This is an optimization exercise on Yosys and OpenROAD, whose aim is small area, not a production implementation.
No activity file was given, so power comes from the tool's default toggle rates.

## run 1
// swo_core
module swo_core #(
    parameter integer N = 52    
) (
    input  wire clock,
    input  wire rst,
    input  wire triggerIn,
    input  wire buttonIn,
    output wire swoOut,
    output wire ledRun,
    output wire ledMode
);
    localparam [15:0] PAYLOAD = 16'h4101;
    localparam [4:0] Q_STOP  = 5'd0;
    localparam [4:0] Q_IDLE  = 5'd12;
    localparam [4:0] Q_START = 5'd13;
    localparam [4:0] Q_WAIT  = 5'd14;
    localparam [4:0] Q_SBIT  = 5'd15;
    reg [6:0] dbc;        
    reg [5:0] tbs;        
    reg       tbClk;      
    reg [3:0] trgCount;   
    reg [2:0] hist;       
    reg       mode;       
    reg       pend;       
    reg [4:0] q;          
    reg       encEn;
    reg       clkDly;
    reg       outPrev;
    localparam [5:0] TB_INIT = 6'b000101;
    wire hbc  = (tbs[5:2] == 4'b0000);
    wire tbCC = hbc & ~tbClk;
    wire trigger = ~triggerIn & (trgCount >= 4'd11) & (trgCount <= 4'd13);
    wire dbz = (dbc[5:0] == 6'd0);
    wire sample = dbc[6] & dbz;
    reg [2:0] histNext;
    always @(*) begin
        casez ({hist, buttonIn})
            4'b0??0: histNext = 3'b000;
            4'b0001: histNext = 3'b001;
  ...
Settings: LEC_CHECK=0, CAP_MARGIN=20, CORE_MARGIN=2, CORE_UTILIZATION=40, CTS_CLUSTER_DIAMETER=200, CTS_CLUSTER_SIZE=50, SLEW_MARGIN=20; clock period 10.0 ns.
run.sh (not shown) runs the stock make flow with config.mk's settings and CLKGATE_MAP_FILE= SYNTH_SCRIPT=/design/flow/synth_recipe.tcl, a recipe that flattens the netlist after the stock synthesis.
The inputs of run 2 differ from those of run 1 as listed below.
# run 1
export LEC_CHECK = 0
export CAP_MARGIN = 20
export CORE_MARGIN = 2
export CORE_UTILIZATION = 40
export CTS_CLUSTER_DIAMETER = 200
export CTS_CLUSTER_SIZE = 50
export SLEW_MARGIN = 20
create_clock -name core_clock -period 10.0 [get_ports {clock}]
# run 2
export LEC_CHECK = 0
export CAP_MARGIN = 20
export CORE_MARGIN = 2
export CORE_UTILIZATION = 40
export SLEW_MARGIN = 20
create_clock -name core_clock -period 10.0 [get_ports {clock}]
==> flow/flow/run.sh (new file) <==
#!/bin/bash
# Own layout flow: the standard ORFS flow (standard.sh) with
#  - an area-oriented ABC mapping script (flow/abc_area.script) and no
#    adder-cell extraction in synthesis (registers are unchanged),
#  - the smallest buffer (buf_1) for the port buffers.
# Each tool's output goes to ORFS's own logs under orfs/logs; make's output
# goes to flow_make.log here.
set -euo pipefail
cp -r "$FLOW_HOME/scripts" ./own_scripts
cp flow/abc_area.script ./own_scripts/abc_area.script
bash standard.sh SCRIPTS_DIR="$PWD/own_scripts" ABC_AREA=1 ADDER_MAP_FILE= \
  "BUFFER_PORTS_ARGS=-buffer_cell sky130_fd_sc_hd__buf_1" finish > flow_make.log 2>&1
==> flow/flow/abc_area.script (new file) <==
strash
&get -n
&fraig -x
&put
scorr
dc2
dretime
strash
&get -n
&dch -f
&nf -R 1000
&put
topo
==> flow/standard.sh (new file) <==
#!/bin/bash
# synth_recipe.tcl (not shown) runs the flow's synth.tcl, then flattens the netlist and writes it again
# the make line also repeats each setting of config.mk as NAME=value (left out here)
make -C /OpenROAD-flow-scripts/flow DESIGN_CONFIG=/design/flow/config.mk WORK_HOME=/design/flow/orfs CLKGATE_MAP_FILE= SYNTH_SCRIPT=/design/flow/synth_recipe.tcl "${@:-finish}"
removed: flow/run.sh
- Run 2: PASS, flow complete, no timing, DRC or antenna violations
- Area of the mapped netlist ends up higher on run 1.
- Against run 1, run 2 comes in 18% lower on pin count of the biggest net entering global routing.
- Via count, run 2 vs run 1: down by more than 10%
- Looking at run 2 and run 1, the layout sequential cell count is a wash.
- Power attributed to sequential cells essentially unchanged between run 2 and run 1.
- Relative to run 1, run 2 improves final routed wirelength across all metal layers.
- Run 1 → run 2: synthesized cell count went down; share of power burned in the clock network climbed 3.1 points; minimum period implied by the final worst setup slack shows a reduction of 0.42 ns.
- Diff run 1 -> run 2 | placer congestion estimate | down by a few percent
[inputs] run 3 vs run 2
==> flow/run.sh (new file) <==
#!/bin/bash
# synth_recipe.tcl (not shown) runs the flow's synth.tcl, then flattens the netlist and writes it again
# the make line also repeats each setting of config.mk as NAME=value (left out here)
make -C /OpenROAD-flow-scripts/flow DESIGN_CONFIG=/design/flow/config.mk WORK_HOME=/design/flow/orfs CLKGATE_MAP_FILE= SYNTH_SCRIPT=/design/flow/synth_recipe.tcl finish
removed: flow/flow/run.sh
removed: flow/flow/abc_area.script
removed: flow/standard.sh
## What came out
The final layout from run 3, which completed every stage, passed the timing, design-rule and antenna checks at the end of the flow. Vias: run 3 above run 2. Delta (run 3 minus run 2): final-layout clock buffer total up 2; total power decreased about 11%; parity-gate share of the synthesized area counting xor and xnor cells went down 0.53 points. Per the comparison of run 3 with run 2, summed instance area of the synthesized netlist +about 16%; area share of fa/ha/maj cells after synthesis up 5.7 points; layout overhead on the synthesized area now sits lower; sum of met2 wire segment lengths after detailed routing +about 14%. Logic gate share of total power was higher in run 2 than in run 3.
No functional check of the RTL was part of any run of this note.

## static timing again, ports no longer ideal
The flow's constraints put no driver on any port. The routed layouts listed below were extracted and timed again, unchanged, in two steps.
Step 1 assumes that a clkbuf_16 drives the clock port and a buf_2 every other input.
Step 2 moves the port delays by t, midway between the first and last clock arrival at a register: inputs arrive t later, outputs are due t later. That takes back most of the time a late clock gives input paths.
Slacks: no drivers / after step 1 / after step 2; pairs: no drivers / after step 1.
run	shift t [ns]	setup WS [ns]	clock arrival spread, ns	worst register clock-pin slew, ns	worst data-port slew with drivers (ns)
run 1	0.347	5.966 / 5.945 / 6.292	0.008 / 0.008	0.10 / 0.10	0.03
run 2	0.341	6.381 / 6.360 / 6.658	0.013 / 0.012	0.10 / 0.10	0.03
run 3	0.347	5.966 / 5.945 / 6.292	0.008 / 0.008	0.10 / 0.10	0.03
After both steps setup and hold are still met in every run listed.
